Background: an optimization exercise with open tools, aiming at small area, a short achievable clock period and few clock cycles per item. Do not read the settings as production practice.
In this exercise RTL edits were held to simulation tests only and were not proved equivalent to the original.
Power is estimated from default activity; no workload was simulated.

run 1:
Design varint_unit, start of the top module:
module varint_unit (
  input             clk,
  input             rst,
  input             cmd_valid,
  output            cmd_ready,
  input      [7:0]  cmd_op,
  input      [63:0] cmd_arg,
  output            snk_valid,
  output     [7:0]  snk_data,
  input             snk_ready,
  input      [1:0]  snk_resp,
  output            src_req,
  input             src_ready,
  input      [7:0]  src_data,
  input      [1:0]  src_resp,
  output            rsp_valid,
  output     [3:0]  rsp_status,
  output     [63:0] rsp_res,
  output     [79:0] rsp_buf
);
export LEC_CHECK = 0
export CAP_MARGIN = 20
export CORE_MARGIN = 2
export CORE_UTILIZATION = 45
export SETUP_SLACK_MARGIN = 2.8
export SLEW_MARGIN = 20
create_clock -name core_clock -period 5.0 [get_ports {clk}]
standard.sh (not shown) runs the stock make flow with config.mk's settings and CLKGATE_MAP_FILE= SYNTH_SCRIPT=/design/flow/synth_recipe.tcl, a recipe that flattens the netlist after the stock synthesis.
==> flow/flow/run.sh <==
#!/bin/bash
# Standard synthesis and layout, with two changes:
#  - the combinational logic of the standard synthesis netlist is re-mapped
#    by ABC with a delay-driven script (flip-flops untouched), see remap.sh;
#  - the port buffers are the small, fast buf_1 (instead of the default pick,
#    a clkdlybuf4s50_1 delay cell).
set -euo pipefail
BUF="BUFFER_PORTS_ARGS=-buffer_cell sky130_fd_sc_hd__buf_1"
R=orfs/results/$FLOW_PLATFORM/varint_unit/base
bash standard.sh "$BUF" synth > 1_standard_synth.log 2>&1
cp $R/1_2_yosys.v 1_2_yosys.standard.v
export DONT_USE_CELLS="$(awk '/^export DONT_USE_CELLS/{f=1} f{print} f&&!/\\$/{exit}' $FLOW_HOME/platforms/$FLOW_PLATFORM/config.mk | grep -oE 'sky130_fd_sc_hd__[A-Za-z0-9_]+' | tr '\n' ' ')"
bash flow/remap.sh $PWD/1_2_yosys.standard.v $PWD/1_2_yosys.remap.v $PWD/flow/abc_delay.script > 2_remap.log 2>&1
cp 1_2_yosys.remap.v $R/1_2_yosys.v
rm -f $R/1_synth.odb $R/1_synth.sdc
bash standard.sh "$BUF" finish > 3_standard_finish.log 2>&1
==> flow/flow/abc_delay.script <==
strash
dch -f
map -D 1000
topo
buffer -p
upsize -D 1000
dnsize -D 1000
==> flow/flow/remap.sh <==
#!/bin/bash
# Re-map the combinational logic of the standard synthesis netlist with a
# delay-driven ABC script. Flip-flops (and their instance names and cell
# types) are left exactly as the standard synthesis made them.
# usage: remap.sh IN.v OUT.v ABC_SCRIPT
set -euo pipefail
in=$1; out=$2; scr=$3
LIB=$FLOW_HOME/platforms/sky130hd/lib/sky130_fd_sc_hd__tt_025C_1v80.lib
seq=$(grep -oE 'sky130_fd_sc_hd__[a-z0-9_]+' "$in" | sort -u | grep -E '__(e?s?df|dl|sdf|edf|conb)' | tr '\n' ' ')
dontuse=""
for c in $DONT_USE_CELLS; do dontuse="$dontuse -dont_use $c"; done
printf 'set_driving_cell sky130_fd_sc_hd__buf_1\nset_load 5\n' > remap_abc.constr
cat > remap.ys <<EOT
read_liberty -ignore_miss_func $LIB
blackbox $seq
read_verilog $in
hierarchy -top $FLOW_TOP
flatten
opt_clean
techmap
opt -fast
abc -script $scr -liberty $LIB $dontuse -constr remap_abc.constr
opt_clean -purge
hilomap -singleton -hicell sky130_fd_sc_hd__conb_1 HI -locell sky130_fd_sc_hd__conb_1 LO
splitnets
rename -hide w:*.*
opt_clean -purge
stat -liberty $LIB
write_verilog -noattr -noexpr -nohex -nodec $out
EOT
yosys -s remap.ys
The final layout from run 1, which completed every stage, passed the timing, design-rule and antenna checks at the end of the flow.
Testbench counts of run 1, summed over its fixed seeds: cycles 21,216, items 4,800.
Setup changes, run 1 to run 2
==> flow/flow/abc_delay.script <==
strash
dch -f
map -D 1500
topo
dnsize -D 1500
## What came out
Result for run 2 and run 1: all clean
Of run 2 and run 1, run 2 shows the lower fraction of area in multi-input gates, with run 1 above it.
Side by side, area of the core turned out lower in run 2 than in run 1.
In the tables for run 2 and run 1, wire length reads higher with run 2.
Depth of the worst register-to-register path in run 2 is 4 higher than in run 1
For met2 wire length, run 2 and run 1 come out practically identical.
Summary of run 2 over run 1: relative area change from synthesis to final layout rose 14 points, worst setup slack lower, fraction of power consumed by the clock network saw an increase.
On logic gate share of total power: between run 2 and run 1, it ends up higher for run 2.
Higher number of gates resized after CTS among run 2 and run 1: run 2
Setup changes, run 2 to run 3
- SLEW_MARGIN now 0, was 20
- CAP_MARGIN now 0, was 20
==> flow/flow/abc_delay.script <==
strash
dch -f
map -D 1000
topo
buffer -p
upsize -D 1000
dnsize -D 1000
==> comparison <==
Run 3 has completed all stages; timing, DRC and antenna checks passed. Area after detailed placement ended up about 2% higher on run 3 than on run 2. Run 2 → run 3: sequential standard cell area about even, wire length shrank by 1.3%, final-layout worst hold slack saw an increase.
Changes in run 4 relative to run 3:
- changing SETUP_SLACK_MARGIN from 2.8 to 2.5
- changing SLEW_MARGIN from 0 to 20
- changing CAP_MARGIN from 0 to 20
Notes after the runs:
Number of buffer and inverter stages on the critical path (run 4 over run 3): increase, 1. Going from run 3 to run 4, shortest period the worst path allows moved up, internal reg-to-reg setup slack down 0.30 ns.
--- input diff run 4..run 5 ---
- SETUP_SLACK_MARGIN: 2.5 -> 2.8
- CTS_CLUSTER_DIAMETER: unset -> 200
- CTS_CLUSTER_SIZE: unset -> 40
Results
- Run 4 completed every stage of the flow, and the final layout passed the timing, design-rule and antenna checks.
- Every stage of the flow completed for run 5, and the final layout passed the timing, design-rule and antenna checks.
- Clock skew improves in run 5 relative to run 4.
- Measured against each other, run 5 and run 4 differ in clock share of power, the higher figure coming from run 5.
- Run 5 ends up with higher clock tree cell share of total cell area than run 4 does.

## port drivers added, routing unchanged
No port has a modelled driver above. Below, the same layouts with a new extraction and two added sets of constraints. Step 1 assumes that a clkbuf_16 drives the clock port and a buf_2 every other input. Step 2 moves the port delays by t, midway between the first and last clock arrival at a register: inputs arrive t later, outputs are due t later. That takes back most of the time a late clock gives input paths. Slacks: ideal / step 1 / step 2; pairs: ideal / step 1.
run | t, ns | slack for setup (ns) | worst setup path at the end | cell pins on the clock port's net
run 1 | 0.393 | 2.836 / 2.798 / 2.460 | input to register | 1
run 2 | 0.393 | 2.609 / 2.609 / 2.261 | input to register | 1
run 3 | 0.393 | 2.836 / 2.798 / 2.460 | input to register | 1
run 4 | 0.389 | 2.625 / 2.604 / 2.271 | input to register | 1
run 5 | 0.393 | 2.836 / 2.798 / 2.460 | input to register | 1
After both steps every run listed still meets setup and hold.
